This design comes from an exercise in tuning for small area, a short achievable clock period and few clock cycles per item on the open sky130 flow, not from production work.
Only simulation tests tie the RTL to the original design; equivalence was not proved.

==> design.v <==
module tc_norm16 (
    input  wire [15:0] x,
    output wire [15:0] xn,
    output wire [3:0]  lz
);
    wire [15:0] s3 = (x[15:8]  == 8'd0) ? {x[7:0], 8'd0}   : x;
    wire [15:0] s2 = (s3[15:12] == 4'd0) ? {s3[11:0], 4'd0} : s3;
    wire [15:0] s1 = (s2[15:14] == 2'd0) ? {s2[13:0], 2'd0} : s2;
    wire [15:0] s0 = (s1[15] == 1'b0)    ? {s1[14:0], 1'b0} : s1;
    assign xn = s0;
    assign lz = {x[15:8] == 8'd0, s3[15:12] == 4'd0, s2[15:14] == 2'd0, s1[15] == 1'b0};
endmodule
module tc_norm23 (
    input  wire [22:0] x,
    output wire [22:0] xn,
    output wire [4:0]  lz
);
    wire [22:0] s4 = (x[22:7]   == 16'd0) ? {x[6:0], 16'd0}  : x;
    wire [22:0] s3 = (s4[22:15] == 8'd0)  ? {s4[14:0], 8'd0} : s4;
    wire [22:0] s2 = (s3[22:19] == 4'd0)  ? {s3[18:0], 4'd0} : s3;
    wire [22:0] s1 = (s2[22:21] == 2'd0)  ? {s2[20:0], 2'd0} : s2;
    wire [22:0] s0 = (s1[22] == 1'b0)     ? {s1[21:0], 1'b0} : s1;
    assign xn = s0;
    assign lz = {x[22:7] == 16'd0, s4[22:15] == 8'd0, s3[22:19] == 4'd0,
                 s2[22:21] == 2'd0, s1[22] == 1'b0};
endmodule
module tc_abs16 (
    input  wire [15:0] x,
    output wire [15:0] m
);
    wire [15:0] low;
    genvar i;
    generate for (i = 0; i < 16; i = i + 1) begin : g_low
        if (i == 0) begin : g0
            assign low[i] = 1'b0;
        end else begin : gi
            assign low[i] = |x[i-1:0];
        end
    end endgenerate
    assign m = x ^ ({16{x[15]}} & low);
endmodule
module tc_add #(parameter integer N = 16) (
    input  wire [N-1:0] a,
    input  wire [N-1:0] b,
    output wire [N-1:0] s
);
    localparam integer TOPD = (N > 64) ? 32 : (N > 32) ? 16 : (N > 16) ? 8 : (N > 8) ? 4 : (N > 4) ? 2 : 1;
    wire [N-1:0] g0 = a & b;
    wire [N-1:0] p0 = a ^ b;
    reg  [N-1:0] G, P;
    integer i, d;
    always @(*) begin
        G = g0;
        P = p0;
        for (d = 1; d < N; d = d * 2)
            for (i = 2*d - 1; i < N; i = i + 2*d) begin
                G[i] = G[i] | (P[i] & G[i-d]);
                P[i] = P[i] & P[i-d];
            end
        for (d = TOPD; d >= 1; d = d / 2)
            for (i = 3*d - 1; i < N; i = i + 2*d) begin
                G[i] = G[i] | (P[i] & G[i-d]);
                P[i] = P[i] & P[i-d];
            end
    end
    assign s = p0 ^ {G[N-2:0], 1'b0};
endmodule
module tc_eac20 (
    input  wire [19:0] a,
    input  wire [19:0] b,
    output wire [19:0] s
);
    localparam integer N = 20;
    wire [N-1:0] g0 = a & b;
    wire [N-1:0] p0 = a ^ b;
    reg  [N-1:0] G, P;
    integer i, d;
    always @(*) begin
        G = g0;
        P = p0;
        for (d = 1; d < N; d = d * 2)
            for (i = 2*d - 1; i < N; i = i + 2*d) begin
                G[i] = G[i] | (P[i] & G[i-d]);
                P[i] = P[i] & P[i-d];
            end
        for (d = 8; d >= 1; d = d / 2)
            for (i = 3*d - 1; i < N; i = i + 2*d) begin
                G[i] = G[i] | (P[i] & G[i-d]);
                P[i] = P[i] & P[i-d];
            end
    end
    wire         wrap = G[N-1] | P[N-1];
    wire [N-1:0] c    = {G[N-2:0], 1'b0} | ({P[N-2:0], 1'b1} & {N{wrap}});
    assign s = p0 ^ c;
endmodule
module tc_inc #(parameter integer N = 16) (
    input  wire [N-1:0] a,
    input  wire         cin,
    output wire [N-1:0] s
);
    wire [N-1:0] c;
    genvar i;
    generate for (i = 0; i < N; i = i + 1) begin : g_c
        if (i == 0) begin : g0
            assign c[i] = cin;
        end else begin : gi
            assign c[i] = cin & (&a[i-1:0]);
        end
    end endgenerate
    assign s = a ^ c;
endmodule
module tc_mod31 (
    input  wire [16:0] x,
    output wire [4:0]  m
);
    wire [6:0] s = {2'd0, x[4:0]} + {2'd0, x[9:5]} + {2'd0, x[14:10]} + {5'd0, x[16:15]};
    wire [5:0] t = {1'b0, s[4:0]} + {4'd0, s[6:5]};
    assign m = t[4:0] + {4'd0, t[5]};
endmodule
module tc_mod15 (
    input  wire [16:0] x,
    output wire [3:0]  m
);
    wire [5:0] s = {2'd0, x[3:0]} + {2'd0, x[7:4]} + {2'd0, x[11:8]} + {2'd0, x[15:12]} + {5'd0, x[16]};
    wire [4:0] t = {1'b0, s[3:0]} + {3'd0, s[5:4]};
    assign m = t[3:0] + {3'd0, t[4]};
endmodule
module tc_int (
    input  wire        clk,
    input  wire [15:0] x,
    output wire [63:0] f
);
    parameter integer E0  = 0;
    parameter integer SGN = 0;
    wire [15:0] m;
    generate if (SGN) begin : g_s
        tc_abs16 u_a (.x(x), .m(m));
    end else begin : g_u
        assign m = x;
    end endgenerate
    reg  [15:0] m1;
    reg         sg1;
    always @(posedge clk) begin
        m1  <= m;
        sg1 <= (SGN != 0) & x[15];
    end
    wire [15:0] mn;
    wire [3:0]  lz;
    tc_norm16 u_n (.x(m1), .xn(mn), .lz(lz));
    reg  [15:0] mn2, mn3;
    reg  [3:0]  lz2, lz3;
    reg         sg2, sg3;
    always @(posedge clk) begin
        mn2 <= mn;  lz2 <= lz;  sg2 <= sg1;
        mn3 <= mn2; lz3 <= lz2; sg3 <= sg2;
    end
    wire [10:0] ex = 11'd1038 + E0 - {7'd0, lz3};
    assign f = {sg3, ex & {11{mn3[15]}}, mn3[14:0], 37'd0};
endmodule
module tc_f32 (
    input  wire        clk,
    input  wire [31:0] x,
    output wire [63:0] f
);
    reg  [31:0] w1, w;
    always @(posedge clk) begin
        w1 <= x;
        w  <= w1;
    end
    wire        s  = w[31];
    wire [7:0]  e  = w[30:23];
    wire [22:0] fr = w[22:0];
    wire [22:0] fn;
    wire [4:0]  lz;
    tc_norm23 u_n (.x(fr), .xn(fn), .lz(lz));
    wire        sub = (e == 8'd0);
    wire [10:0] ex  = sub ? (11'd896 - {6'd0, lz}) : ({3'd0, e} + 11'd896);
    reg  [63:0] r;
    always @(*) begin
        if (e == 8'hFF)       r = {s, 11'h7FF, fr, 29'd0};
        else if (!sub)        r = {s, ex, fr, 29'd0};
        else if (fn[22])      r = {s, ex, fn[21:0], 30'd0};
        else                  r = {s, 63'd0};
    end
    reg  [34:0] r3;
    always @(posedge clk) r3 <= r[63:29];
    assign f = {r3, 29'd0};
endmodule
module tc_div155 (
    input  wire        clk,
    input  wire [15:0] x,
    output wire [63:0] f
);
    parameter integer E0 = 0;
    function [4:0] t_b31(input [4:0] v);
        reg [159:0] t;
        begin
            t = {
                5'h0,
                5'h6,
                5'hc,
                5'h12,
                5'h18,
                5'h1e,
                5'h5,
                5'hb,
                5'h11,
                5'h17,
                5'h1d,
                5'h4,
                5'ha,
                5'h10,
                5'h16,
                5'h1c,
                5'h3,
                5'h9,
                5'hf,
                5'h15,
                5'h1b,
                5'h2,
                5'h8,
                5'he,
                5'h14,
                5'h1a,
                5'h1,
                5'h7,
                5'hd,
                5'h13,
                5'h19,
                5'h0};
            t_b31 = t[5*v +: 5];
        end
    endfunction
    function [3:0] t_n5(input [3:0] v);
        reg [63:0] t;
        begin
            t = {
                4'h0,
                4'hc,
                4'h9,
                4'h6,
                4'h3,
                4'h0,
                4'hc,
                4'h9,
                4'h6,
                4'h3,
                4'h0,
                4'hc,
                4'h9,
                4'h6,
                4'h3,
                4'h0};
            t_n5 = t[4*v +: 4];
        end
    endfunction
    wire [15:0] xn;
    wire [3:0]  lz;
    tc_norm16 u_n (.x(x), .xn(xn), .lz(lz));
    reg  [15:0] xn1;
    reg  [3:0]  lz1;
    always @(posedge clk) begin
        xn1 <= xn; lz1 <= lz;
    end
    wire        hi = xn1 >= 16'd39680;
    wire [4:0]  m31;
    wire [3:0]  m15;
    tc_mod31 u_m31 (.x({1'b0, xn1}), .m(m31));
    tc_mod15 u_m15 (.x({1'b0, xn1}), .m(m15));
    wire [4:0]  c31 = hi ? m31 : {m31[3:0], m31[4]};
    wire [3:0]  c15 = hi ? m15 : {m15[2:0], m15[3]};
    reg  [4:0]  b2;
    reg  [3:0]  n2, lz2;
    reg  [7:0]  xl2;
    reg         hi2, nz2;
    always @(posedge clk) begin
        b2 <= t_b31(c31); n2 <= t_n5(c15);
        xl2 <= hi ? xn1[7:0] : {xn1[6:0], 1'b0};
        lz2 <= lz1; hi2 <= hi; nz2 <= xn1[15];
    end
    wire [19:0] w;
    tc_eac20 u_w (.a({n2, n2, n2, n2, n2}), .b({b2, b2, b2, b2}), .s(w));
    wire [7:0]  q = w[7:0] - xl2 + {xl2[5:0], 2'd0} + {xl2[3:0], 4'd0} + {xl2[0], 7'd0};
    reg  [19:0] w3;
    reg  [7:0]  q3;
    reg  [3:0]  lz3;
    reg         hi3, nz3;
    always @(posedge clk) begin
        w3 <= w; q3 <= q; lz3 <= lz2; hi3 <= hi2; nz3 <= nz2;
    end
    wire [23:0] tl;
    tc_inc #(.N(24)) u_r (.a({w3, w3[19:16]}), .cin(w3[15]), .s(tl));
    wire [10:0] ex = 11'd1030 + E0 + {10'd0, hi3} - {7'd0, lz3};
    assign f = {1'b0, ex & {11{nz3}}, q3, w3, tl};
endmodule
module tc_div100 (
    input  wire        clk,
    input  wire [15:0] x,
    output wire [63:0] f
);
    wire [15:0] m;
    tc_abs16 u_a (.x(x), .m(m));
    wire [15:0] xn;
    wire [3:0]  lz;
    tc_norm16 u_n (.x(m), .xn(xn), .lz(lz));
    reg  [15:0] xn1;
    reg  [3:0]  lz1;
    reg         sg1;
    always @(posedge clk) begin
        xn1 <= xn; lz1 <= lz; sg1 <= x[15];
    end
    wire        hi  = xn1 >= 16'd51200;
    wire [19:0] x0  = {4'd0, xn1};
    wire [19:0] t0  = ~x0;
    wire [19:0] t1  = ~{x0[16:0], x0[19:17]};
    wire [19:0] t2  = ~{x0[14:0], x0[19:15]};
    wire [19:0] t3  = {x0[9:0], x0[19:10]};
    wire [19:0] t4  = {x0[6:0], x0[19:7]};
    wire [19:0] t5  = {x0[4:0], x0[19:5]};
    wire [19:0] a1  = t0 ^ t1 ^ t2;
    wire [19:0] b1m = (t0 & t1) | (t0 & t2) | (t1 & t2);
    wire [19:0] b1  = {b1m[18:0], b1m[19]};
    wire [19:0] a2  = t3 ^ t4 ^ t5;
    wire [19:0] b2m = (t3 & t4) | (t3 & t5) | (t4 & t5);
    wire [19:0] b2  = {b2m[18:0], b2m[19]};
    wire [19:0] a3  = a1 ^ b1 ^ a2;
    wire [19:0] b3m = (a1 & b1) | (a1 & a2) | (b1 & a2);
    wire [19:0] b3  = {b3m[18:0], b3m[19]};
    wire [19:0] a4  = a3 ^ b3 ^ b2;
    wire [19:0] b4m = (a3 & b3) | (a3 & b2) | (b3 & b2);
    wire [19:0] b4  = {b4m[18:0], b4m[19]};
    wire [19:0] wn;
    tc_eac20 u_w (.a(a4), .b(b4), .s(wn));
    wire [19:0] w   = hi ? wn : {wn[18:0], wn[19]};
    wire [10:0] xs  = xn1[10:0] + {xn1[7:0], 3'd0} + {xn1[5:0], 5'd0} + {xn1[0], 10'd0};
    wire [10:0] xq  = hi ? xs : {xs[9:0], 1'b0};
    reg  [19:0] w2, w3;
    reg  [10:0] xq2, q3;
    reg  [3:0]  lz2, lz3;
    reg         hi2, nz2, sg2, hi3, nz3, sg3;
    always @(posedge clk) begin
        w2 <= w;  xq2 <= xq; lz2 <= lz1; hi2 <= hi; nz2 <= xn1[15]; sg2 <= sg1;
        w3 <= w2; q3 <= w2[10:0] + xq2; lz3 <= lz2; hi3 <= hi2; nz3 <= nz2; sg3 <= sg2;
    end
    wire [20:0] tl;
    tc_inc #(.N(21)) u_r (.a({w3, w3[19]}), .cin(w3[18]), .s(tl));
    wire [10:0] ex = 11'd1031 + {10'd0, hi3} - {7'd0, lz3};
    assign f = {sg3, ex & {11{nz3}}, q3, w3, tl};
endmodule
module tc_div31 (
    input  wire        clk,
    input  wire [15:0] x,
    input  wire        sgn,
    output wire [63:0] f
);
    function [4:0] t_w31(input [4:0] v);
        reg [159:0] t;
        begin
            t = {
                5'h0,
                5'h1a,
                5'h15,
                5'h10,
                5'hb,
                5'h6,
                5'h1,
                5'h1b,
                5'h16,
                5'h11,
                5'hc,
                5'h7,
                5'h2,
                5'h1c,
                5'h17,
                5'h12,
                5'hd,
                5'h8,
                5'h3,
                5'h1d,
                5'h18,
                5'h13,
                5'he,
                5'h9,
                5'h4,
                5'h1e,
                5'h19,
                5'h14,
                5'hf,
                5'ha,
                5'h5,
                5'h0};
            t_w31 = t[5*v +: 5];
        end
    endfunction
    function [3:0] t_r31(input [4:0] v);
        reg [127:0] t;
        begin
            t = {
                4'h0,
                4'hd,
                4'hb,
                4'h8,
                4'h6,
                4'h3,
                4'h1,
                4'he,
                4'hb,
                4'h9,
                4'h6,
                4'h4,
                4'h1,
                4'he,
                4'hc,
                4'h9,
                4'h7,
                4'h4,
                4'h2,
                4'hf,
                4'hc,
                4'ha,
                4'h7,
                4'h5,
                4'h2,
                4'hf,
                4'hd,
                4'ha,
                4'h8,
                4'h5,
                4'h3,
                4'h0};
            t_r31 = t[4*v +: 4];
        end
    endfunction
    wire [15:0] xn;
    wire [3:0]  lz;
    tc_norm16 u_n (.x(x), .xn(xn), .lz(lz));
    reg  [15:0] xn1;
    reg  [3:0]  lz1;
    reg         sg1;
    always @(posedge clk) begin
        xn1 <= xn; lz1 <= lz; sg1 <= sgn;
    end
    wire        hi  = xn1 >= 16'd50791;
    wire [4:0]  m31;
    tc_mod31 u_m31 (.x({1'b0, xn1}), .m(m31));
    wire [4:0]  c31 = hi ? m31 : {m31[3:0], m31[4]};
    wire [12:0] xl  = xn1[12:0];
    wire [12:0] xs  = xl + {xl[10:0], 2'd0} + {xl[7:0], 5'd0}
                    + {xl[5:0], 7'd0} + {xl[2:0], 10'd0} + {xl[0], 12'd0};
    wire [12:0] xq  = hi ? xs : {xs[11:0], 1'b0};
    reg  [12:0] xq2;
    reg  [4:0]  w2;
    reg  [3:0]  wr2, lz2;
    reg         hi2, nz2, sg2;
    always @(posedge clk) begin
        xq2 <= xq; w2 <= t_w31(c31); wr2 <= t_r31(c31);    
        lz2 <= lz1; hi2 <= hi; nz2 <= xn1[15]; sg2 <= sg1;
    end
    reg  [12:0] q3;
    reg  [4:0]  w3;
    reg  [3:0]  wr3, lz3;
    reg         hi3, nz3, sg3;
    always @(posedge clk) begin
        q3 <= {w2[2:0], w2, w2} - xq2; w3 <= w2; wr3 <= wr2;
        lz3 <= lz2; hi3 <= hi2; nz3 <= nz2; sg3 <= sg2;
    end
    wire [10:0] ex = 11'd1036 + {10'd0, hi3} - {7'd0, lz3};
    assign f = {sg3, ex & {11{nz3}}, q3, w3, w3, w3, w3, w3, w3, w3, wr3};
endmodule
module tc_q125 (
    input  wire [9:0]  s,
    input  wire [2:0]  c,        
    input  wire [16:0] qp,
    output wire [51:0] fr
);
    function [42:0] t_f0(input [2:0] v);
        reg [343:0] t;
        begin
            t = {
                43'h72b020c51c,
                43'h624dd2f22a,
                43'h51eb851f38,
                43'h4189374c47,
                43'h3126e97955,
                43'h20c49ba663,
                43'h10624dd372,
                43'h80};
            t_f0 = t[43*v +: 43];
        end
    endfunction
    function [42:0] t_f1(input [2:0] v);
        reg [343:0] t;
        begin
            t = {
                43'h395810624dd,
                43'h3126e978d50,
                43'h28f5c28f5c3,
                43'h20c49ba5e35,
                43'h189374bc6a8,
                43'h10624dd2f1b,
                43'h83126e978d,
                43'h0};
            t_f1 = t[43*v +: 43];
        end
    endfunction
    function [42:0] t_f2(input [3:0] v);
        reg [687:0] t;
        begin
            t = {
                43'h570a3d70a3d,
                43'h15810624dd3,
                43'h53f7ced9168,
                43'h126e978d4fe,
                43'h50e56041893,
                43'hf5c28f5c29,
                43'h4dd2f1a9fbe,
                43'hc49ba5e354,
                43'h4ac083126e9,
                43'h9374bc6a7f,
                43'h47ae147ae14,
                43'h624dd2f1aa,
                43'h449ba5e353f,
                43'h3126e978d5,
                43'h4189374bc6a,
                43'h0};
            t_f2 = t[43*v +: 43];
        end
    endfunction
    function [16:0] t_q0(input [2:0] v);
        reg [135:0] t;
        begin
            t = {
                17'h1b22d,
                17'h12b02,
                17'ha3d7,
                17'h1cac,
                17'h19581,
                17'h10e56,
                17'h872b,
                17'h0};
            t_q0 = t[17*v +: 17];
        end
    endfunction
    function [16:0] t_q1(input [2:0] v);
        reg [135:0] t;
        begin
            t = {
                17'h19168,
                17'h15810,
                17'h11eb8,
                17'he560,
                17'hac08,
                17'h72b0,
                17'h3958,
                17'h0};
            t_q1 = t[17*v +: 17];
        end
    endfunction
    function [16:0] t_q2(input [3:0] v);
        reg [271:0] t;
        begin
            t = {
                17'he140,
                17'h11680,
                17'h14bc0,
                17'h18100,
                17'h1b640,
                17'h1eb80,
                17'h20c0,
                17'h5600,
                17'h8b40,
                17'hc080,
                17'hf5c0,
                17'h12b00,
                17'h16040,
                17'h19580,
                17'h1cac0,
                17'h0};
            t_q2 = t[17*v +: 17];
        end
    endfunction
    wire [42:0] f0 = t_f0(s[2:0]);
    wire [42:0] f1 = t_f1(s[5:3]);
    wire [42:0] f2 = t_f2(s[9:6]);
    wire [42:0] fa = f0 ^ f1 ^ f2;
    wire [42:0] fb = {(f0[41:0] & f1[41:0]) | (f0[41:0] & f2[41:0]) | (f1[41:0] & f2[41:0]), 1'b0};
    wire [42:0] fs;
    tc_add #(.N(43)) u_f (.a(fa), .b(fb), .s(fs));
    wire [16:0] q = qp + t_q0(s[2:0]) + t_q1(s[5:3]) + t_q2(s[9:6]) + {14'd0, c};
    assign fr = {q, fs[42:8]};
endmodule
module tc_mag (
    input  wire        clk,
    input  wire [15:0] x,
    output wire [63:0] f
);
    wire [15:0] m;
    tc_abs16 u_a (.x(x), .m(m));
    wire [15:0] xn;
    wire [3:0]  lz;
    tc_norm16 u_n (.x(m), .xn(xn), .lz(lz));
    wire        hi = xn >= 16'd55919;
    reg  [16:0] xd1;
    reg  [3:0]  lz1;
    reg         hi1, nz1, sg1;
    always @(posedge clk) begin
        xd1 <= hi ? {1'b0, xn} : {xn, 1'b0};
        lz1 <= lz; hi1 <= hi; nz1 <= xn[15]; sg1 <= x[15];
    end
    wire [6:0]  e0 = xd1[6:0];
    wire [6:0]  e1 = xd1[13:7];
    wire [2:0]  e2 = xd1[16:14];
    wire [12:0] sy = {1'b0, e0, 5'd0} + {3'd0, e0, 3'd0} + {4'd0, e0, 2'd0} - {6'd0, e0}
                   + {4'd0, e1, 2'd0} + {7'd0, e2, 3'd0} + {8'd0, e2, 2'd0};
    wire [8:0]  s  = {2'd0, sy[6:0]} + {3'd0, sy[12:7]} + {2'd0, sy[12:7], 1'b0};
    wire [1:0]  c  = {1'b0, s >= 9'd125} + {1'b0, s >= 9'd250};
    wire [16:0] qp = xd1 + {xd1[13:0], 3'd0} - {xd1[10:0], 6'd0} - {xd1[6:0], 10'd0}
                   + {xd1[4:0], 12'd0} + {xd1[2:0], 14'd0} + {xd1[0], 16'd0};
    reg  [8:0]  s2;
    reg  [1:0]  c2;
    reg  [16:0] qp2;
    reg  [3:0]  lz2;
    reg         hi2, nz2, sg2;
    always @(posedge clk) begin
        s2 <= s; c2 <= c; qp2 <= qp; lz2 <= lz1; hi2 <= hi1; nz2 <= nz1; sg2 <= sg1;
    end
    wire [51:0] fr;
    tc_q125 u_q (.s({1'b0, s2}), .c({1'b0, c2}), .qp(qp2), .fr(fr));
    reg  [51:0] fr3;
    reg  [3:0]  lz3;
    reg         hi3, nz3, sg3;
    always @(posedge clk) begin
        fr3 <= fr; lz3 <= lz2; hi3 <= hi2; nz3 <= nz2; sg3 <= sg2;
    end
    wire [10:0] ex = 11'd1035 + {10'd0, hi3} - {7'd0, lz3};
    assign f = {sg3, ex & {11{nz3}}, fr3};
endmodule
module tc_kpa (
    input  wire        clk,
    input  wire [31:0] x,
    output wire [63:0] f
);
    wire        s  = x[31];
    wire [7:0]  e  = x[30:23];
    wire [22:0] fr = x[22:0];
    wire [22:0] fn;
    wire [4:0]  lz;
    tc_norm23 u_n (.x(fr), .xn(fn), .lz(lz));
    wire        sub = (e == 8'd0);
    wire [10:0] ex  = sub ? (11'd886 - {6'd0, lz}) : ({3'd0, e} + 11'd886);
    reg  [23:0] m1;
    reg  [10:0] ex1;
    reg         s1, inf1, nan1, zer1;
    always @(posedge clk) begin
        m1   <= sub ? {fn, 1'b0} : {1'b1, fr};
        ex1  <= ex;
        s1   <= s;
        inf1 <= (e == 8'hFF);
        nan1 <= (fr != 23'd0);
        zer1 <= sub & ~fn[22];
    end
    wire        hi = m1 >= 24'd16384000;
    wire [2:0]  d3 = m1[23:21];
    reg  [7:0]  d3w;
    always @(*) begin
        case (d3)      
            3'd1: d3w = 8'd27;  3'd2: d3w = 8'd54;  3'd3: d3w = 8'd81;
            3'd4: d3w = 8'd108; 3'd5: d3w = 8'd135; 3'd6: d3w = 8'd162;
            3'd7: d3w = 8'd189; default: d3w = 8'd0;
        endcase
    end
    wire [11:0] sy = {5'd0, m1[6:0]} + {5'd0, m1[13:7]} + {4'd0, m1[13:7], 1'b0}
                   + {5'd0, m1[20:14]} + {2'd0, m1[20:14], 3'd0} + {4'd0, d3w};
    wire [7:0]  sr = {1'b0, sy[6:0]} + {3'd0, sy[11:7]} + {2'd0, sy[11:7], 1'b0};
    wire [8:0]  sd = hi ? {1'b0, sr} : {sr, 1'b0};
    wire [16:0] yl = m1[16:0];
    wire [16:0] qm = yl + {yl[14:0], 2'd0} + {yl[12:0], 4'd0} - {yl[10:0], 6'd0}
                   + {yl[8:0], 8'd0} - {yl[5:0], 11'd0} - {yl[1:0], 15'd0};
    reg  [9:0]  s2;
    reg  [2:0]  c2;
    reg  [16:0] qp2;
    reg  [10:0] ex2;
    reg         sg2, inf2, nan2, zer2;
    always @(posedge clk) begin
        s2  <= {1'b0, sd};
        c2  <= {2'b0, sd >= 9'd125} + {2'b0, sd >= 9'd250};
        qp2 <= hi ? qm : {qm[15:0], 1'b0};
        ex2 <= ex1 + {10'd0, hi};
        sg2 <= s1; inf2 <= inf1; nan2 <= nan1; zer2 <= zer1;
    end
    wire [51:0] fq;
    tc_q125 u_q (.s(s2), .c(c2), .qp(qp2), .fr(fq));
    reg  [62:0] r3;
    reg         sg3;
    always @(posedge clk) begin
        sg3 <= sg2;
        r3  <= inf2 ? {11'h7FF, nan2, 51'd0} : zer2 ? 63'd0 : {ex2, fq};
    end
    assign f = {sg3, r3};
endmodule
module tslfs_convert (
    input  wire          clk,
    input  wire          rst,           
    input  wire          in_valid,
    output wire          in_ready,
    input  wire [511:0]  in_record,     
    output reg           out_valid,     
    output wire [1535:0] out_phys       
);
    assign in_ready = 1'b1;
    reg v1, v2;
    always @(posedge clk) begin
        v1        <= in_valid & ~rst;
        v2        <= v1 & ~rst;
        out_valid <= v2 & ~rst;
    end
    wire [511:0] r = in_record;
    tc_div155 #(.E0(-1)) u0 (.clk(clk), .x(r[8*2 +: 16]), .f(out_phys[64*0 +: 64]));
    tc_div155 #(.E0(0))  u1 (.clk(clk), .x(r[8*4 +: 16]), .f(out_phys[64*1 +: 64]));
    tc_div155 #(.E0(-1)) u2 (.clk(clk), .x(r[8*6 +: 16]), .f(out_phys[64*2 +: 64]));
    tc_div155 #(.E0(-1)) u3 (.clk(clk), .x(r[8*8 +: 16]), .f(out_phys[64*3 +: 64]));
    tc_div31 u4 (.clk(clk), .x(r[8*10 +: 16]), .sgn(1'b0), .f(out_phys[64*4 +: 64]));
    wire [15:0] at     = r[8*12 +: 16];
    wire        at_neg = at < 16'd155;
    wire [15:0] at_mag = at_neg ? {8'd0, 8'd155 - at[7:0]} : at - 16'd155;
    tc_div31 u5 (.clk(clk), .x(at_mag), .sgn(at_neg), .f(out_phys[64*5 +: 64]));
    tc_f32 u6  (.clk(clk), .x(r[8*40 +: 32]), .f(out_phys[64*6  +: 64]));
    tc_f32 u9  (.clk(clk), .x(r[8*48 +: 32]), .f(out_phys[64*9  +: 64]));
    tc_kpa u10 (.clk(clk), .x(r[8*52 +: 32]), .f(out_phys[64*10 +: 64]));
    tc_f32 u11 (.clk(clk), .x(r[8*56 +: 32]), .f(out_phys[64*11 +: 64]));
    tc_f32 u12 (.clk(clk), .x(r[8*44 +: 32]), .f(out_phys[64*12 +: 64]));
    tc_int #(.E0(-1)) u7 (.clk(clk), .x({7'd0, r[8*14 +: 8], r[8*15 +: 8] != 8'd0}),
                          .f(out_phys[64*7 +: 64]));
    tc_div100 u8 (.clk(clk), .x(r[8*16 +: 16]), .f(out_phys[64*8 +: 64]));
    tc_int u13 (.clk(clk), .x(r[8*36 +: 16]), .f(out_phys[64*13 +: 64]));
    tc_int u14 (.clk(clk), .x(r[8*38 +: 16]), .f(out_phys[64*14 +: 64]));
    tc_int #(.SGN(1)) u15 (.clk(clk), .x(r[8*18 +: 16]), .f(out_phys[64*15 +: 64]));
    tc_int #(.SGN(1)) u16 (.clk(clk), .x(r[8*20 +: 16]), .f(out_phys[64*16 +: 64]));
    tc_int #(.SGN(1)) u17 (.clk(clk), .x(r[8*22 +: 16]), .f(out_phys[64*17 +: 64]));
    tc_int #(.SGN(1)) u18 (.clk(clk), .x(r[8*24 +: 16]), .f(out_phys[64*18 +: 64]));
    tc_int #(.SGN(1)) u19 (.clk(clk), .x(r[8*26 +: 16]), .f(out_phys[64*19 +: 64]));
    tc_int #(.SGN(1)) u20 (.clk(clk), .x(r[8*28 +: 16]), .f(out_phys[64*20 +: 64]));
    tc_mag u21 (.clk(clk), .x(r[8*30 +: 16]), .f(out_phys[64*21 +: 64]));
    tc_mag u22 (.clk(clk), .x(r[8*32 +: 16]), .f(out_phys[64*22 +: 64]));
    tc_mag u23 (.clk(clk), .x(r[8*34 +: 16]), .f(out_phys[64*23 +: 64]));
endmodule
==> flow/run.sh <==
#!/bin/bash
# The standard layout (the standard.sh: ORFS from the standard synthesis to
# the final layout), except that the ports are buffered with the small
# sky130_fd_sc_hd__buf_1 instead of the resizer's default buffer.
set -e
export BUFFER_PORTS_ARGS="-buffer_cell sky130_fd_sc_hd__buf_1"
bash standard.sh > standard.log 2>&1
==> standard.sh <==
#!/bin/bash
# synth_recipe.tcl (not shown) runs the flow's synth.tcl, then flattens the netlist and writes it again
# the make line also repeats each setting of config.mk as NAME=value (left out here)
make -C /OpenROAD-flow-scripts/flow DESIGN_CONFIG=/design/flow/config.mk WORK_HOME=/design/flow/orfs CLKGATE_MAP_FILE= SYNTH_SCRIPT=/design/flow/synth_recipe.tcl "${@:-finish}"
==> config.mk <==
export PLATFORM = sky130hd
export DESIGN_NAME = tslfs_convert
export DESIGN_NICKNAME = tslfs_convert
export VERILOG_FILES = /design/flow/design.v
export SDC_FILE = /design/flow/constraint.sdc
export NUM_CORES = 4
export LEC_CHECK = 0
export CAP_MARGIN = 20
export CORE_AREA = 10 10 590 590
export DIE_AREA = 0 0 600 600
export SLEW_MARGIN = 20
==> constraint.sdc <==
create_clock -name core_clock -period 12.0 [get_ports {clk}]
set_input_delay 2.4000 -clock core_clock [delete_from_list [all_inputs] [get_ports {clk}]]
set_output_delay 2.4000 -clock core_clock [all_outputs]
set_load 0.01 [all_outputs]
==> Implementation_results.wiki, run 1 <==
{| class="wikitable"
! Metric !! Value
|-
| Fmax || 133 MHz
|-
| Final Hold Viols || 0
|-
| Number of levels in the clock H-tree || 4
|-
| Final min period || 7.50 ns
|-
| Mean routed wirelength per cell || 22.1 um
|-
| Clk Tree Root Cell || sky130_fd_sc_hd__clkbuf_16
|-
| Total number of placement rows || 212
|-
| Setup repair after global routing missed its margin || no
|-
| Critical Path, Cell by Cell || buf_1 > or4_1 > o31ai_1 > o31a_1 > inv_2 > a31oi_1 > o21ai_1 > inv_2 > a21oi_1 > a21oi_2 > mux2i_1 > o21ai_1 > a21oi_2 > mux2_2
|-
| CP max-delay cell || sky130_fd_sc_hd__a21oi_2
|-
| Final global-route overflow total || 0
|-
| Largest net degree at the start of global routing || 50
|-
| Number of buffers added to fix hold violations after cts || 0
|-
| CP startpoint || in_record[240]
|-
| Most used DFF post-synth || sky130_fd_sc_hd__dfxtp_1
|-
| Arithmetic-cell share of the synthesized area counting full adders, half adders and majority gates || 22.2%
|-
| Largest buffer count on any clock path || 4
|-
| Initial Utilization || 36.9%
|-
| Ratio of final minimum period to clock period || 62.5%
|-
| Transition at the pin with the smallest max-transition slack || 1.25 ns
|-
| Post-route insts no fill || 19300
|-
| Reg2reg path depth || 27
|-
| Area of the die || 0.360 sq mm
|-
| CTS tree || yes
|-
| CP bufs+invs || 3
|-
| Detailed placement HPWL || 361000 um
|-
| Net count reported at finish || 16900
|-
| Hold Worst Slack || 0.290 ns
|-
| Dominant combinational cell family by area after synthesis || adder cells
|-
| Clock buffers created by TritonCTS || 220
|-
| Hold Startpoint || u17.mn2[14]
|-
| Post-synthesis share of cell area spent on xor and xnor gates || 6.20%
|-
| Maximum cell stage delay along the critical path || 0.82 ns
|-
| Count of flip-flops with a built-in enable after synthesis || 0
|-
| Top Ports || 2053
|-
| Worst Hold Class || reg2reg
|-
| Number of warnings printed during yosys synthesis || 14
|-
| Max Cap Viol || 0
|-
| Result of the run || finished clean
|-
| Count of state elements after synthesis || 1970
|-
| Inst Count DP || 18800
|-
| Total global routing track utilization || 22.4%
|-
| Starting DRC count in detailed routing || 8092
|-
| Cell count of the worst hold path || 0
|-
| Fraction of synthesized area in multiplexers || 4.62%
|-
| Worst r2r src || u10.m1[0]
|-
| Post-CTS clock slew at the launch and capture registers of the worst setup and hold paths || 0.06 ns
|-
| Share of synthesized flip-flops with an asynchronous set or reset || 0%
|-
| PostCTS Resize Cnt || 0
|-
| Height of the die || 600 um
|-
| Final count of negative-setup-slack endpoints || 0
|-
| Number of detailed-route iterations in the first pass || 6
|-
| Via-per-instance ratio || 4.97
|-
| Number of antenna violations at the first check in global routing || 119
|-
| Synthesized area per cell || 9.23 sq um
|-
| Min-Delay Endpoint || u17.mn3[14]
|-
| Worst endpoint required time || 12.77 ns
|-
| Fin Setup TNS || 0 ns
|-
| Total wirelength of the detailed-routed design || 427000 um
|-
| Compound-cell area share of the yosys netlist || 14.1%
|-
| Num Clock Sinks || 1970
|-
| Via count of the first global-routing pass || 92500
|-
| Clk latency of the worst-skew pair || 0.95 ns
|-
| Worst Clk Skew || 0.0891 ns
|-
| Setup CP Type || in2reg
|-
| Worst R2R End || u10.c2[0]
|-
| Wire length of the first global-routing pass || 612000 um
|-
| Number of setup buffers added after CTS || 0
|-
| Count of port buffers added during placement || 1546
|-
| Remaining number of nets flagged by the antenna check after routing || 0
|-
| Area of the mapped netlist || 0.123 sq mm
|-
| Placeable core region || 0.334 sq mm
|-
| Area growth, synth to finish || 12.4%
|-
| Minimum setup slack among reg-to-reg paths || 4.59 ns
|-
| Basic-gate share of the synthesized area counting and, or, nand and nor cells || 11.3%
|-
| Worst-path fanout max || 24
|-
| Cell type group with the largest total delay on the critical path || compound AO/OA/AOI/OAI gates
|-
| Die Wd || 600 um
|-
| Count of different cell masters after synthesis || 101
|-
| Sort of element at the start of the critical path || primary input
|-
| Ratio of cells with drive above 1 in the final layout || 5.08%
|-
| Number of max-slew violations in the final report || 0
|-
| Seq/Total Area, Yosys || 32.0%
|-
| Number of vias in the routed layout || 96100
|-
| Weighted congestion at the end of routability-driven global placement || 0.986
|-
| Worst-case headroom to the max-slew limit || 15.7%
|-
| Number of design rule violations left after detail routing || 0
|-
| Post-Synthesis Cells || 13400
|-
| Number of fill cells || 33300
|-
| Category of the worst setup path capture point || flip-flop
|-
| Critical Path AT || 8.27 ns
|}
-- how the worst max path moves through the flow --
stage | depth (start not counted) | slack [ns] | to
6_report | 14 | 4.50 | u21.xd1[5]
5_1_grt | 15 | 3.96 | u21.xd1[5]
4_1_cts | 27 | 4.57 | u10.c2[0]
3_5_place_dp | 14 | 3.59 | u21.xd1[5]
3_3_place_gp | 14 | 3.65 | u21.xd1[4]
2_1_floorplan | 15 | 5.25 | u21.xd1[4]
-- registers in the layout (all words and copies together) (netlist names), 24 cells and up --
name	count
u12.w1	32
u23.fr3	52
u6.w1	32
u11.w	32
u9.r3	34
u21.fr3	52
u12.r3	34
u10.r3	63
u22.fr3	52
u9.w1	32
u9.w	32
u10.m1	24
u11.w1	32
u12.w	32
u6.r3	34
u11.r3	34
u6.w	32
-- cell type report --
class                   count  area, sq um  area share, %
inverters                1326         4980           3.59
flip-flops and latches   1970        39400           28.4
well taps                4387         5490           3.96
diodes                    144          360          0.260
multi-input cells        9464        73900           53.3
clock inverters           130         1900           1.37
clock buffers             273         6030           4.35
repair buffers           1644         6550           4.72
-- cell families after synthesis --
group                    after synthesis
AO/OA/AOI/OAI                       2785
XOR/XNOR                             873
multiplexers                         525
adder cells (fa/ha/maj)             1798
other                                  2
flip-flops                          1970
AND/OR/NAND/NOR                     3014
buffers and inverters               2401
-- through the flow --
stage | area (sq um) | setup slack (ns) | utilization, %
6_report | 139000 | 4.50 | 41.5
5_1_grt | 138000 | 3.96 | 41.4
4_1_cts | 138000 | 4.57 | 41.4
3_5_place_dp | 130000 | 3.59 | 39.0
3_3_place_gp | 130000 | 3.65 | 39.0
2_1_floorplan | 125000 | 5.25 | -
-- Yosys cell counts (all sizes together), types with 25 or more instances --
cell	count	area, sq um
nor3	113	571
o31ai	91	711
and3	89	557
nor2	770	2890
a221oi	27	243
buf	781	5730
a211o	26	228
nor4	66	413
xnor2	597	5230
o21ai	716	3590
nor2b	148	926
a31oi	90	563
nand2b	102	638
a22oi	29	218
mux2i	395	3950
nand3	200	1000
a21oi	844	4230
mux4	25	563
or3	49	312
dfxtp	1970	39400
o21a	92	692
a21boi	51	383
a211oi	84	646
or4	58	439
o21bai	135	1010
nand4	64	400
nand2	1099	4130
and2	137	857
or2	67	419
fa	658	13200
o211ai	56	420
a21o	295	2210
mux2	105	1180
o41ai	26	235
inv	1309	4910
o22ai	48	300
ha	1138	14200
xor2	276	2420
clkbuf	294	1110
-- cells in the final DEF, fill, tap and decap left out, types with 48 or more instances in the layout --
cell type | Yosys | final
sky130_fd_sc_hd__buf_1 | 29 | 1542
sky130_fd_sc_hd__inv_1 | 1301 | 1301
sky130_fd_sc_hd__nand4_1 | 64 | 64
sky130_fd_sc_hd__diode_2 | 0 | 144
sky130_fd_sc_hd__mux2i_1 | 395 | 395
sky130_fd_sc_hd__xnor2_1 | 597 | 597
sky130_fd_sc_hd__a21o_1 | 295 | 295
sky130_fd_sc_hd__nand2b_1 | 102 | 102
sky130_fd_sc_hd__o21ai_0 | 671 | 668
sky130_fd_sc_hd__or4_1 | 57 | 57
sky130_fd_sc_hd__a21oi_1 | 843 | 839
sky130_fd_sc_hd__a211oi_1 | 81 | 81
sky130_fd_sc_hd__ha_1 | 1138 | 1138
sky130_fd_sc_hd__o211ai_1 | 56 | 56
sky130_fd_sc_hd__a21boi_0 | 51 | 50
sky130_fd_sc_hd__clkbuf_16 | 0 | 222
sky130_fd_sc_hd__mux2_2 | 105 | 105
sky130_fd_sc_hd__nor3_1 | 112 | 110
sky130_fd_sc_hd__nor2b_1 | 148 | 147
sky130_fd_sc_hd__or3_1 | 48 | 48
sky130_fd_sc_hd__buf_4 | 733 | 99
sky130_fd_sc_hd__xor2_1 | 276 | 276
sky130_fd_sc_hd__or2_2 | 66 | 66
sky130_fd_sc_hd__and3_1 | 89 | 89
sky130_fd_sc_hd__o22ai_1 | 48 | 48
sky130_fd_sc_hd__conb_1 | 2 | 469
sky130_fd_sc_hd__dfxtp_1 | 1970 | 1970
sky130_fd_sc_hd__nor4_1 | 66 | 66
sky130_fd_sc_hd__o21bai_1 | 135 | 134
sky130_fd_sc_hd__fa_1 | 658 | 658
sky130_fd_sc_hd__nand3_1 | 200 | 200
sky130_fd_sc_hd__and2_1 | 136 | 136
sky130_fd_sc_hd__o31ai_1 | 89 | 85
sky130_fd_sc_hd__nand2_1 | 1098 | 1098
sky130_fd_sc_hd__a31oi_1 | 90 | 89
sky130_fd_sc_hd__o21a_1 | 91 | 91
sky130_fd_sc_hd__nor2_1 | 770 | 767
-- routing by layer --
layer | routed length (um) | global-route usage [%]
met3 | 43700 | 7.90
met2 | 181000 | 33.3
met5 | 253 | 0
met1 | 188000 | 30.2
met4 | 14300 | 7.42
Testbench counts, summed over its fixed seeds: cycles 824, items 800.
==> inputs of run 2 (changes only) <==
==> run.sh (new file) <==
#!/bin/bash
# synth_recipe.tcl (not shown) runs the flow's synth.tcl, then flattens the netlist and writes it again
# the make line also repeats each setting of config.mk as NAME=value (left out here)
make -C /OpenROAD-flow-scripts/flow DESIGN_CONFIG=/design/flow/config.mk WORK_HOME=/design/flow/orfs CLKGATE_MAP_FILE= SYNTH_SCRIPT=/design/flow/synth_recipe.tcl finish
removed: flow/run.sh
removed: standard.sh
==> Implementation_results.wiki, run 2 <==
{| class="wikitable"
! Metric !! Value
|-
| Num Clock Sinks || 1970 (unchanged)
|-
| Detailed placement HPWL || 368000 um (+1.8%)
|-
| GRT met1 Usage || 30.9% (+0.73 points)
|-
| Cell type group with the largest total delay on the critical path || compound AO/OA/AOI/OAI gates
|-
| Reg2reg path depth || 27 (unchanged)
|-
| Die Wd || 600 um (unchanged)
|-
| Minimum setup slack among reg-to-reg paths || 4.70 ns (+0.11 ns)
|-
| Worst Hold Class || reg2reg
|-
| Leading post-synthesis cells by cell area || sky130_fd_sc_hd__dfxtp_1 (32%), sky130_fd_sc_hd__ha_1 (12%), sky130_fd_sc_hd__fa_1 (11%)
|-
| Mean routed wirelength per cell || 22.5 um (+2.0%)
|-
| Transition at the pin with the smallest max-transition slack || 1.32 ns (+0.0713 ns)
|-
| Most common cell after layout, fill and taps aside || sky130_fd_sc_hd__dfxtp_1
|-
| Ratio of final minimum period to clock period || 65.3% (+2.8 points)
|-
| Fin Setup TNS || 0 ns (unchanged)
|-
| Worst R2R End || u10.c2[0]
|-
| Area of the die || 0.360 sq mm (unchanged)
|-
| Post-synth top area share || 32.0% (unchanged)
|-
| Count of cell instances traversed by the critical path || 14 (unchanged)
|-
| Clock buffers created by TritonCTS || 221 (+0.45%)
|-
| Count of flip-flops with a built-in enable after synthesis || 0 (unchanged)
|-
| CTS tree || yes
|-
| Largest buffer count on any clock path || 4 (unchanged)
|-
| Number of max-slew violations in the final report || 0 (unchanged)
|-
| CP max-delay cell || sky130_fd_sc_hd__a21oi_2
|-
| Worst Clk Skew || 0.100 ns (+0.0110 ns)
|-
| Category of the worst setup path capture point || flip-flop
|-
| Global-route met3 utilization || 7.09% (-0.82 points)
|-
| Height of the die || 600 um (unchanged)
|-
| Max Cap Viol || 0 (unchanged)
|-
| Top reg by flops || u10.r3
|-
| Count of different cell masters after synthesis || 101 (unchanged)
|-
| Count of port buffers added during placement || 1546 (unchanged)
|-
| Number of warnings printed during yosys synthesis || 14 (unchanged)
|-
| Total number of placement rows || 212 (unchanged)
|-
| Number of design rule violations left after detail routing || 0 (unchanged)
|-
| Placeable core region || 0.334 sq mm (unchanged)
|-
| CP startpoint || in_record[240]
|-
| Total global routing track utilization || 22.8% (+0.42 points)
|-
| Largest register FFs || 63 (unchanged)
|-
| Starting DRC count in detailed routing || 6940 (-14%)
|-
| Synthesized area per cell || 9.23 sq um (unchanged)
|-
| Weighted congestion at the end of routability-driven global placement || 0.970 (-1.6%)
|-
| Post-Synthesis Cells || 13400 (unchanged)
|-
| Wire length of the first global-routing pass || 620000 um (+1.4%)
|-
| Number of fill cells || 32500 (-2.6%)
|-
| Number of antenna violations at the first check in global routing || 106 (-11%)
|-
| Number of vias in the routed layout || 95500 (-0.55%)
|-
| Ratio of cells with drive above 1 in the final layout || 5.10% (+0.019 points)
|-
| Critical Path, Cell by Cell || clkdlybuf4s50_1 > or4_1 > o31ai_1 > o31a_1 > inv_2 > a31oi_1 > o21ai_1 > inv_2 > a21oi_1 > a21oi_2 > mux2i_1 > o21ai_1 > a21oi_2 > mux2_2
|-
| Final Hold Viols || 0 (unchanged)
|-
| Most used cells in the layout excluding fill and tap cells || sky130_fd_sc_hd__dfxtp_1 (1969), sky130_fd_sc_hd__clkdlybuf4s50_1 (1546), sky130_fd_sc_hd__inv_1 (1301)
|-
| Post-route insts no fill || 19300 (-0.33%)
|-
| Critical Path AT || 8.64 ns (+0.37 ns)
|-
| Area of the mapped netlist || 0.123 sq mm (unchanged)
|-
| CP bufs+invs || 3 (unchanged)
|-
| Area growth, synth to finish || 19.9%
|-
| Most common library cells after synthesis || sky130_fd_sc_hd__dfxtp_1 (1970), sky130_fd_sc_hd__inv_1 (1301), sky130_fd_sc_hd__ha_1 (1138)
|-
| Initial Utilization || 36.9% (unchanged)
|-
| Number of levels in the clock H-tree || 4 (unchanged)
|-
| Number of detailed-route iterations in the first pass || 7 (+1)
|-
| Via count of the first global-routing pass || 92300 (-0.19%)
|-
| Final global-route overflow total || 0 (unchanged)
|-
| Result of the run || finished clean
|-
| Share of synthesized flip-flops with an asynchronous set or reset || 0% (unchanged)
|-
| Sort of element at the start of the critical path || primary input
|-
| Total wirelength of the detailed-routed design || 434000 um (+1.7%)
|-
| Seq/Total Area, Yosys || 32.0% (unchanged)
|-
| Worst endpoint required time || 12.80 ns (+0.03 ns)
|-
| Top Ports || 2053 (unchanged)
|-
| Setup repair after global routing missed its margin || no
|-
| Largest net degree at the start of global routing || 50 (unchanged)
|-
| Most used DFF post-synth || sky130_fd_sc_hd__dfxtp_1
|-
| Setup CP Type || in2reg
|-
| Number of buffers added to fix hold violations after cts || 0 (unchanged)
|-
| Biggest area consumer among synthesized cells || sky130_fd_sc_hd__dfxtp_1
|-
| Final count of negative-setup-slack endpoints || 0 (unchanged)
|-
| Worst-case headroom to the max-slew limit || 11.1% (-4.6 points)
|-
| Grt met2 use || 34.2% (+0.97 points)
|-
| PostCTS Resize Cnt || 0 (unchanged)
|-
| Post-CTS clock slew at the launch and capture registers of the worst setup and hold paths || 0.06 ns (about the same)
|-
| Number of setup buffers added after CTS || 0 (unchanged)
|-
| Busiest grt layer || met2
|-
| Capturing instance or port of the critical path || u21.xd1[5]
|-
| Worst r2r src || u10.m1[1]
|-
| Fmax || 128 MHz (-4.3%)
|-
| Most frequently used cell type in the post-synthesis netlist || sky130_fd_sc_hd__dfxtp_1
|-
| Final min period || 7.84 ns (+0.340 ns)
|-
| Clk Tree Root Cell || sky130_fd_sc_hd__clkbuf_16
|-
| Net count reported at finish || 16900 (+0.059%)
|-
| Via-per-instance ratio || 4.96 (-0.22%)
|-
| Worst-path fanout max || 24 (unchanged)
|-
| Maximum cell stage delay along the critical path || 0.85 ns (+0.03 ns)
|-
| Count of state elements after synthesis || 1970 (unchanged)
|-
| Remaining number of nets flagged by the antenna check after routing || 0 (unchanged)
|-
| Clk latency of the worst-skew pair || 0.95 ns (about the same)
|-
| Inst Count DP || 18800 (+0.053%)
|}
==> run 2: cell types whose count changed in the layout (fill, tap and decap cells not counted), sizes merged <==
cell | before | now
buf | 1641 | 107
bufinv | 36 | 21
clkbuf | 276 | 283
clkdlybuf4s50 | 0 | 1546
clkinv | 69 | 73
clkinvlp | 19 | 24
diode | 144 | 75
inv | 1332 | 1324
==> run 2: final cells by class <==
class / count / area [sq um] / area share [%]
Antenna cell: 75 / 188 / 0.127
Clock buffer: 283 / 6150 / 4.16
Clock inverter: 116 / 1410 / 0.950
Inverter: 1326 / 4980 / 3.37
Multi-Input combinational cell: 9464 / 74000 / 50.0
Sequential cell: 1970 / 39400 / 26.7
Tap cell: 4387 / 5490 / 3.71
Timing Repair Buffer: 1653 / 16300 / 11.0
==> run 2: how the worst min path moves through the flow <==
stage	start	to	slack [ns]	depth (start not counted)
2_1_floorplan	u0.hi2	u0.hi3	0.31	0
3_3_place_gp	u16.mn2[14]	u16.mn3[14]	0.31	0
3_5_place_dp	u0.lz2[0]	u0.lz3[0]	0.31	0
4_1_cts	u17.mn2[6]	u17.mn3[6]	0.28	0
5_1_grt	u3.lz1[2]	u3.lz2[2]	0.30	0
6_report	u17.mn2[6]	u17.mn3[6]	0.29	0
==> run 2: per-layer routing <==
layer,share of wire [%],vias up,wire length [um]
li1,-,46600,-
met1,45,45200,194000
met2,43,3126,185000
met3,9.0,600,39000
met4,3.8,36,16400
met5,0.066,-,285
==> run 2: stage by stage <==
| step | setup slack [ns] | utilization [%] | hold WS (ns) | area, sq um |
|---|---|---|---|---|
| floorplan | 5.25 | - | 0.310 | 125000 |
| global placement | 3.24 | 41.9 | 0.310 | 140000 |
| detailed placement | 3.26 | 41.9 | 0.312 | 140000 |
| CTS | 4.25 | 44.2 | 0.285 | 148000 |
| global route | 3.62 | 44.2 | 0.297 | 148000 |
| finish | 4.16 | 44.2 | 0.289 | 148000 |
==> run 2: cells by family after synthesis <==
| kind of cell | after synthesis | share of synthesized area, % |
|---|---|---|
| AND/OR/NAND/NOR | 3014 | 11.3 |
| adder cells (fa/ha/maj) | 1798 | 22.2 |
| other | 2 | 0.00609 |
| XOR/XNOR | 873 | 6.20 |
| multiplexers | 525 | 4.62 |
| AO/OA/AOI/OAI | 2785 | 14.1 |
| flip-flops | 1970 | 32.0 |
| buffers and inverters | 2401 | 9.58 |
==> inputs of run 3 (changes only) <==
--- a/design.v
+++ b/design.v
@@ -470,3 +470,4 @@
 module tc_q125 (
-    input  wire [9:0]  s,
+    input  wire [8:0]  s,
+    input  wire        hi,
     input  wire [2:0]  c,        
@@ -475,4 +476,4 @@
 );
-    function [42:0] t_f0(input [2:0] v);
-        reg [343:0] t;
+    function [42:0] t_f0(input [3:0] v);
+        reg [687:0] t;
         begin
@@ -486,2 +487,10 @@
                 43'h10624dd372,
+                43'h80,
+                43'he5604189b7,
+                43'hc49ba5e3d4,
+                43'ha3d70a3df1,
+                43'h83126e980d,
+                43'h624dd2f22a,
+                43'h4189374c47,
+                43'h20c49ba663,
                 43'h80};
@@ -490,4 +499,4 @@
     endfunction
-    function [42:0] t_f1(input [2:0] v);
-        reg [343:0] t;
+    function [42:0] t_f1(input [3:0] v);
+        reg [687:0] t;
         begin
@@ -501,2 +510,10 @@
                 43'h83126e978d,
+                43'h0,
+                43'h72b020c49ba,
+                43'h624dd2f1aa0,
+                43'h51eb851eb85,
+                43'h4189374bc6a,
+                43'h3126e978d50,
+                43'h20c49ba5e35,
+                43'h10624dd2f1b,
                 43'h0};
@@ -509,10 +526,2 @@
             t = {
-                43'h570a3d70a3d,
-                43'h15810624dd3,
-                43'h53f7ced9168,
-                43'h126e978d4fe,
-                43'h50e56041893,
-                43'hf5c28f5c29,
-                43'h4dd2f1a9fbe,
-                43'hc49ba5e354,
                 43'h4ac083126e9,
@@ -524,2 +533,10 @@
                 43'h4189374bc6a,
+                43'h0,
+                43'h15810624dd3,
+                43'h126e978d4fe,
+                43'hf5c28f5c29,
+                43'hc49ba5e354,
+                43'h9374bc6a7f,
+                43'h624dd2f1aa,
+                43'h3126e978d5,
                 43'h0};
@@ -528,4 +545,4 @@
     endfunction
-    function [16:0] t_q0(input [2:0] v);
-        reg [135:0] t;
+    function [16:0] t_q0(input [3:0] v);
+        reg [271:0] t;
         begin
@@ -539,2 +556,10 @@
                 17'h872b,
+                17'h0,
+                17'h1645a,
+                17'h5604,
+                17'h147ae,
+                17'h3958,
+                17'h12b02,
+                17'h1cac,
+                17'h10e56,
                 17'h0};
@@ -543,4 +568,4 @@
     endfunction
-    function [16:0] t_q1(input [2:0] v);
-        reg [135:0] t;
+    function [16:0] t_q1(input [3:0] v);
+        reg [271:0] t;
         begin
@@ -554,2 +579,10 @@
                 17'h3958,
+                17'h0,
+                17'h122d0,
+                17'hb020,
+                17'h3d70,
+                17'h1cac0,
+                17'h15810,
+                17'he560,
+                17'h72b0,
                 17'h0};
@@ -562,10 +595,2 @@
             t = {
-                17'he140,
-                17'h11680,
-                17'h14bc0,
-                17'h18100,
-                17'h1b640,
-                17'h1eb80,
-                17'h20c0,
-                17'h5600,
                 17'h8b40,
@@ -577,2 +602,10 @@
                 17'h1cac0,
+                17'h0,
+                17'h11680,
+                17'h18100,
+                17'h1eb80,
+                17'h5600,
+                17'hc080,
+                17'h12b00,
+                17'h19580,
                 17'h0};
@@ -581,5 +614,5 @@
     endfunction
-    wire [42:0] f0 = t_f0(s[2:0]);
-    wire [42:0] f1 = t_f1(s[5:3]);
-    wire [42:0] f2 = t_f2(s[9:6]);
+    wire [42:0] f0 = t_f0({hi, s[2:0]});
+    wire [42:0] f1 = t_f1({hi, s[5:3]});
+    wire [42:0] f2 = t_f2({hi, s[8:6]});
     wire [42:0] fa = f0 ^ f1 ^ f2;
@@ -588,5 +621,14 @@
     tc_add #(.N(43)) u_f (.a(fa), .b(fb), .s(fs));
-    wire [16:0] q = qp + t_q0(s[2:0]) + t_q1(s[5:3]) + t_q2(s[9:6]) + {14'd0, c};
+    wire [16:0] q = qp + t_q0({hi, s[2:0]}) + t_q1({hi, s[5:3]}) + t_q2({hi, s[8:6]}) + {14'd0, c};
     assign fr = {q, fs[42:8]};
 endmodule
+module tc_c125 (
+    input  wire [8:0] s,
+    input  wire       hi,
+    output wire [2:0] c
+);
+    wire a63 = s >= 9'd63, a125 = s >= 9'd125, a188 = s >= 9'd188, a250 = s >= 9'd250;
+    assign c = hi ? {1'b0, a250, a125 & ~a250}
+                  : {a250, a125 & ~a250, (a63 & ~a125) | (a188 & ~a250)};
+endmodule
 module tc_mag (
@@ -601,21 +643,22 @@
     tc_norm16 u_n (.x(m), .xn(xn), .lz(lz));
-    wire        hi = xn >= 16'd55919;
-    reg  [16:0] xd1;
+    reg  [15:0] xn1;
     reg  [3:0]  lz1;
-    reg         hi1, nz1, sg1;
+    reg         sg1;
     always @(posedge clk) begin
-        xd1 <= hi ? {1'b0, xn} : {xn, 1'b0};
-        lz1 <= lz; hi1 <= hi; nz1 <= xn[15]; sg1 <= x[15];
+        xn1 <= xn; lz1 <= lz; sg1 <= x[15];
     end
-    wire [6:0]  e0 = xd1[6:0];
-    wire [6:0]  e1 = xd1[13:7];
-    wire [2:0]  e2 = xd1[16:14];
+    wire        hi = xn1 >= 16'd55919;
+    wire [6:0]  e0 = xn1[6:0];
+    wire [6:0]  e1 = xn1[13:7];
+    wire [1:0]  e2 = xn1[15:14];
     wire [12:0] sy = {1'b0, e0, 5'd0} + {3'd0, e0, 3'd0} + {4'd0, e0, 2'd0} - {6'd0, e0}
-                   + {4'd0, e1, 2'd0} + {7'd0, e2, 3'd0} + {8'd0, e2, 2'd0};
-    wire [8:0]  s  = {2'd0, sy[6:0]} + {3'd0, sy[12:7]} + {2'd0, sy[12:7], 1'b0};
-    wire [1:0]  c  = {1'b0, s >= 9'd125} + {1'b0, s >= 9'd250};
-    wire [16:0] qp = xd1 + {xd1[13:0], 3'd0} - {xd1[10:0], 6'd0} - {xd1[6:0], 10'd0}
-                   + {xd1[4:0], 12'd0} + {xd1[2:0], 14'd0} + {xd1[0], 16'd0};
+                   + {4'd0, e1, 2'd0} + {8'd0, e2, 3'd0} + {9'd0, e2, 2'd0};
+    wire [8:0]  sr = {2'd0, sy[6:0]} + {3'd0, sy[12:7]} + {2'd0, sy[12:7], 1'b0};
+    wire [2:0]  c;
+    tc_c125 u_c (.s(sr), .hi(hi), .c(c));
+    wire [16:0] xq = {1'b0, xn1};
+    wire [16:0] qm = xq + {xq[13:0], 3'd0} - {xq[10:0], 6'd0} - {xq[6:0], 10'd0}
+                   + {xq[4:0], 12'd0} + {xq[2:0], 14'd0} + {xq[0], 16'd0};
     reg  [8:0]  s2;
-    reg  [1:0]  c2;
+    reg  [2:0]  c2;
     reg  [16:0] qp2;
@@ -624,6 +667,9 @@
     always @(posedge clk) begin
-        s2 <= s; c2 <= c; qp2 <= qp; lz2 <= lz1; hi2 <= hi1; nz2 <= nz1; sg2 <= sg1;
+        s2  <= sr;
+        c2  <= c;
+        qp2 <= hi ? qm : {qm[15:0], 1'b0};
+        lz2 <= lz1; hi2 <= hi; nz2 <= xn1[15]; sg2 <= sg1;
     end
     wire [51:0] fr;
-    tc_q125 u_q (.s({1'b0, s2}), .c({1'b0, c2}), .qp(qp2), .fr(fr));
+    tc_q125 u_q (.s(s2), .hi(hi2), .c(c2), .qp(qp2), .fr(fr));
     reg  [51:0] fr3;
@@ -674,3 +720,4 @@
     wire [7:0]  sr = {1'b0, sy[6:0]} + {3'd0, sy[11:7]} + {2'd0, sy[11:7], 1'b0};
-    wire [8:0]  sd = hi ? {1'b0, sr} : {sr, 1'b0};
+    wire [2:0]  c;
+    tc_c125 u_c (.s({1'b0, sr}), .hi(hi), .c(c));
     wire [16:0] yl = m1[16:0];
@@ -678,4 +725,5 @@
                    + {yl[8:0], 8'd0} - {yl[5:0], 11'd0} - {yl[1:0], 15'd0};
-    reg  [9:0]  s2;
+    reg  [7:0]  s2;
     reg  [2:0]  c2;
+    reg         hi2;
     reg  [16:0] qp2;
@@ -684,4 +732,5 @@
     always @(posedge clk) begin
-        s2  <= {1'b0, sd};
-        c2  <= {2'b0, sd >= 9'd125} + {2'b0, sd >= 9'd250};
+        s2  <= sr;
+        c2  <= c;
+        hi2 <= hi;
         qp2 <= hi ? qm : {qm[15:0], 1'b0};
@@ -691,3 +740,3 @@
     wire [51:0] fq;
-    tc_q125 u_q (.s(s2), .c(c2), .qp(qp2), .fr(fq));
+    tc_q125 u_q (.s({1'b0, s2}), .hi(hi2), .c(c2), .qp(qp2), .fr(fq));
     reg  [62:0] r3;
--- a/config.mk
+++ b/config.mk
@@ -10,2 +10,3 @@
 export DIE_AREA = 0 0 600 600
+export SETUP_SLACK_MARGIN = 5
 export SLEW_MARGIN = 20
==> Implementation_results.wiki, run 3 <==
{| class="wikitable"
! Metric !! Value
|-
| Critical Path AT || 4.44 ns (-4.20 ns)
|-
| Worst r2r src || u10.m1[0]
|-
| Largest buffer count on any clock path || 4 (unchanged)
|-
| Final Hold Viols || 0 (unchanged)
|-
| Area of the mapped netlist || 0.130 sq mm (+5.0%)
|-
| Most used DFF post-synth || sky130_fd_sc_hd__dfxtp_1
|-
| Total met3 wirelength after detailed routing || 44600 um (+14%)
|-
| Via count of the first global-routing pass || 99800 (+8.0%)
|-
| Reg2reg path depth || 32 (+19%)
|-
| Worst-path fanout max || 4 (-83%)
|-
| Share of synthesized flip-flops with an asynchronous set or reset || 0% (unchanged)
|-
| Number of levels in the clock H-tree || 4 (unchanged)
|-
| Detailed placement HPWL || 387000 um (+5.2%)
|-
| Post-synth top area share || 30.4% (-1.6 points)
|-
| Worst Hold Class || reg2reg
|-
| Sort of element at the start of the critical path || flip-flop
|-
| Critical Path, Cell by Cell || and3_1 > nand3_1 > or4_1 > nor3_1 > and3_1 > nand3_1 > xnor2_1 > clkdlybuf4s50_1
|-
| Biggest area consumer among synthesized cells || sky130_fd_sc_hd__dfxtp_1
|-
| Num Clock Sinks || 1965 (-0.25%)
|-
| Post-CTS clock slew at the launch and capture registers of the worst setup and hold paths || 0.06 ns (about the same)
|-
| Placeable core region || 0.334 sq mm (unchanged)
|-
| Weighted congestion at the end of routability-driven global placement || 0.993 (+2.3%)
|-
| Total number of placement rows || 212 (unchanged)
|-
| Count of port buffers added during placement || 1546 (unchanged)
|-
| Worst-case headroom to the max-slew limit || 22.6% (+11 points)
|-
| Most used cells in the layout excluding fill and tap cells || sky130_fd_sc_hd__dfxtp_1 (1945), sky130_fd_sc_hd__clkdlybuf4s50_1 (1543), sky130_fd_sc_hd__inv_1 (1348)
|-
| Most frequently used cell type in the post-synthesis netlist || sky130_fd_sc_hd__dfxtp_1
|-
| Leading post-synthesis cells by cell area || sky130_fd_sc_hd__dfxtp_1 (30%), sky130_fd_sc_hd__ha_1 (11%), sky130_fd_sc_hd__fa_1 (10%)
|-
| Layout Utilization || 46.1% (+1.8 points)
|-
| Transition at the pin with the smallest max-transition slack || 1.16 ns (-0.165 ns)
|-
| Count of flip-flops with a built-in enable after synthesis || 0 (unchanged)
|-
| Seq/Total Area, Yosys || 30.4% (-1.6 points)
|-
| Number of max-slew violations in the final report || 0 (unchanged)
|-
| Worst Clk Skew || 0.101 ns (+0.000583 ns)
|-
| Mean routed wirelength per cell || 22.6 um (+0.41%)
|-
| Die Wd || 600 um (unchanged)
|-
| Top Ports || 2053 (unchanged)
|-
| Most common cell after layout, fill and taps aside || sky130_fd_sc_hd__dfxtp_1
|-
| Result of the run || finished clean
|-
| Starting DRC count in detailed routing || 8389 (+21%)
|-
| Fin Setup TNS || 0 ns (unchanged)
|-
| Number of buffers added to fix hold violations after cts || 0 (unchanged)
|-
| Wire length of the first global-routing pass || 662000 um (+6.6%)
|-
| Count of cell instances traversed by the critical path || 8 (-6)
|-
| Worst endpoint required time || 9.60 ns (-3.20 ns)
|-
| Count of different cell masters after synthesis || 118 (+17%)
|-
| Area growth, synth to finish || 18.9%
|-
| Top Layer Used || met5
|-
| Largest net degree at the start of global routing || 96 (+92%)
|-
| CP startpoint || u8.w3[7]
|-
| Most common library cells after synthesis || sky130_fd_sc_hd__dfxtp_1 (1965), sky130_fd_sc_hd__inv_1 (1351), sky130_fd_sc_hd__nand2_1 (1229)
|-
| Number of warnings printed during yosys synthesis || 14 (unchanged)
|-
| Number of vias in the routed layout || 103000 (+8.3%)
|-
| Met1 Wirelength || 195000 um (+0.73%)
|-
| Number of design rule violations left after detail routing || 0 (unchanged)
|-
| Total wirelength of the detailed-routed design || 460000 um (+5.8%)
|-
| Area of the die || 0.360 sq mm (unchanged)
|-
| Largest register FFs || 63 (unchanged)
|-
| Clock buffers created by TritonCTS || 221 (unchanged)
|-
| Category of the worst setup path capture point || output port
|-
| Post-place instance area || 0.146 sq mm (+4.1%)
|-
| Capturing instance or port of the critical path || out_phys[532]
|-
| Final count of negative-setup-slack endpoints || 0 (unchanged)
|-
| CP max-delay cell || sky130_fd_sc_hd__dfxtp_1
|-
| Minimum setup slack among reg-to-reg paths || 5.25 ns (+0.55 ns)
|-
| Top reg by flops || u10.r3
|-
| Height of the die || 600 um (unchanged)
|-
| Total global routing track utilization || 24.2% (+1.3 points)
|-
| Synthesized area per cell || 8.95 sq um (-3.0%)
|-
| Fmax || 146 MHz (+15%)
|-
| Clk Tree Root Cell || sky130_fd_sc_hd__clkbuf_16
|-
| Setup CP Type || reg2out
|-
| Worst R2R End || u10.c2[0]
|-
| Number of detailed-route iterations in the first pass || 6 (-1)
|-
| Area of all placed cells without fillers || 0.154 sq mm (+4.2%)
|-
| Via-per-instance ratio || 5.09 (+2.7%)
|-
| Final min period || 6.84 ns (-1.00 ns)
|-
| Cell type group with the largest total delay on the critical path || simple AND/OR/NAND/NOR gates
|-
| CTS tree || yes
|-
| Net count reported at finish || 18000 (+6.3%)
|-
| Max Cap Viol || 0 (unchanged)
|-
| Count of state elements after synthesis || 1965 (-0.25%)
|-
| Maximum cell stage delay along the critical path || 0.94 ns (+0.09 ns)
|-
| Clk latency of the worst-skew pair || 0.96 ns (about the same)
|-
| Post-Synthesis Cells || 14500 (+8.3%)
|-
| Total length of routed met2 wires || 202000 um (+9.3%)
|-
| Initial Utilization || 38.8% (+1.9 points)
|-
| Hold Startpoint || u19.sg1
|-
| Ratio of final minimum period to clock period || 57.0% (-8.4 points)
|-
| Number of antenna violations at the first check in global routing || 73 (-31%)
|-
| Setup repair after global routing missed its margin || yes
|-
| Remaining number of nets flagged by the antenna check after routing || 0 (unchanged)
|}
==> run 3: cell count changes after synthesis, sizes merged, moves of 36 or more <==
cell,change
o21ai,+197
o21bai,-44
inv,+57
nor2,+256
nor3,+74
nand2,+132
mux2i,+52
a21oi,+97
clkbuf,+36
buf,+47
mux2,+54
==> run 3: layer usage <==
layer	track usage (%)	vias up
li1	-	50400
met1	31.2	48900
met2	37.6	3395
met3	8.03	679
met4	8.72	38
met5	0	-
==> run 3: kinds of logic after synthesis <==
family,Yosys count,synth area share (%)
AND/OR/NAND/NOR,3565,12.7
multiplexers,637,5.38
AO/OA/AOI/OAI,3083,14.6
flip-flops,1965,30.4
XOR/XNOR,861,5.85
other,2,0.00580
buffers and inverters,2536,9.56
adder cells (fa/ha/maj),1829,21.5
==> run 3: repair_timing <==
item                                    in CTS  in global routing
endpoints found under the setup margin      12                 23
setup buffers                                0                 18
pin swaps                                    0                 11
resized for setup                           15                 40
==> run 3: final cells by class <==
type / count / area, sq um
clock buffer: 269 / 6030
sequential: 1965 / 39400
antenna: 61 / 153
fill: 32400 / 180000
multi-input combinational: 10400 / 79800
inverter: 1378 / 5190
tap: 4387 / 5490
clock inverter: 137 / 1570
timing repair buffer: 1672 / 16400
==> run 3: stage by stage <==
stage | std cells | hold WS, ns | worst slack (ns)
CTS | 20200 | 0.245 | 5.01
global placement | 19800 | 0.310 | 4.49
finish | 20300 | 0.240 | 5.16
global route | 20300 | 0.253 | 4.85
floorplan | 14900 | 0.310 | 5.37
detailed placement | 19800 | 0.312 | 4.48
==> run 3: how the worst min path moves through the flow <==
stage	cells past startpoint	endpoint	slack [ns]
6_report	0	u19.sg2	0.24
3_5_place_dp	0	u0.lz2[2]	0.31
2_1_floorplan	0	u0.hi3	0.31
4_1_cts	0	u19.sg2	0.24
3_3_place_gp	0	u15.mn3[4]	0.31
5_1_grt	0	u19.sg2	0.25
==> run 3: worst register-to-register path: cells and delay by family, from the launching register on <==
family,cells,cell delay (ns)
and+or+nand+nor,4,0.44
AOI/OAI and AO/OA,12,1.73
buffers and inverters,5,0.28
adders and majority gates,9,3.56
xor gates and xnor gates,2,0.30
DFF,1,0.39
Testbench counts of run 3, summed over its fixed seeds: cycles 824, items 800.

## afterwards: timing with drivers on the ports
The results above use ideal ports. As a check the final layouts listed here were re-extracted and re-timed, cells and wires unchanged.
Step 1: set_driving_cell puts a clkbuf_16 on clk and a buf_2 on each other input, an assumption about the parent block.
Step 2 also shifts input and output timing later by t, the mid clock arrival at the registers, as if the neighbouring blocks saw the same clock.
Three values: no drivers, after step 1, after step 2; two values: the first two.
| run | t, ns | slack for setup (ns) | slew at the worst register clock pin (ns) | cell pins on the clock port's net |
|---|---|---|---|---|
| run 1 | 1.026 | 4.500 / 4.496 / 3.471 | 0.07 / 0.07 | 1 |
| run 2 | 1.025 | 4.160 / 4.173 / 3.148 | 0.07 / 0.07 | 1 |
| run 3 | 1.018 | 5.165 / 5.052 / 4.447 | 0.08 / 0.08 | 1 |
After both steps every run listed still meets setup and hold. For run 1, which loses most, drivers alone change the setup slack by -0.004 ns; drivers and shift together by -1.029 ns.
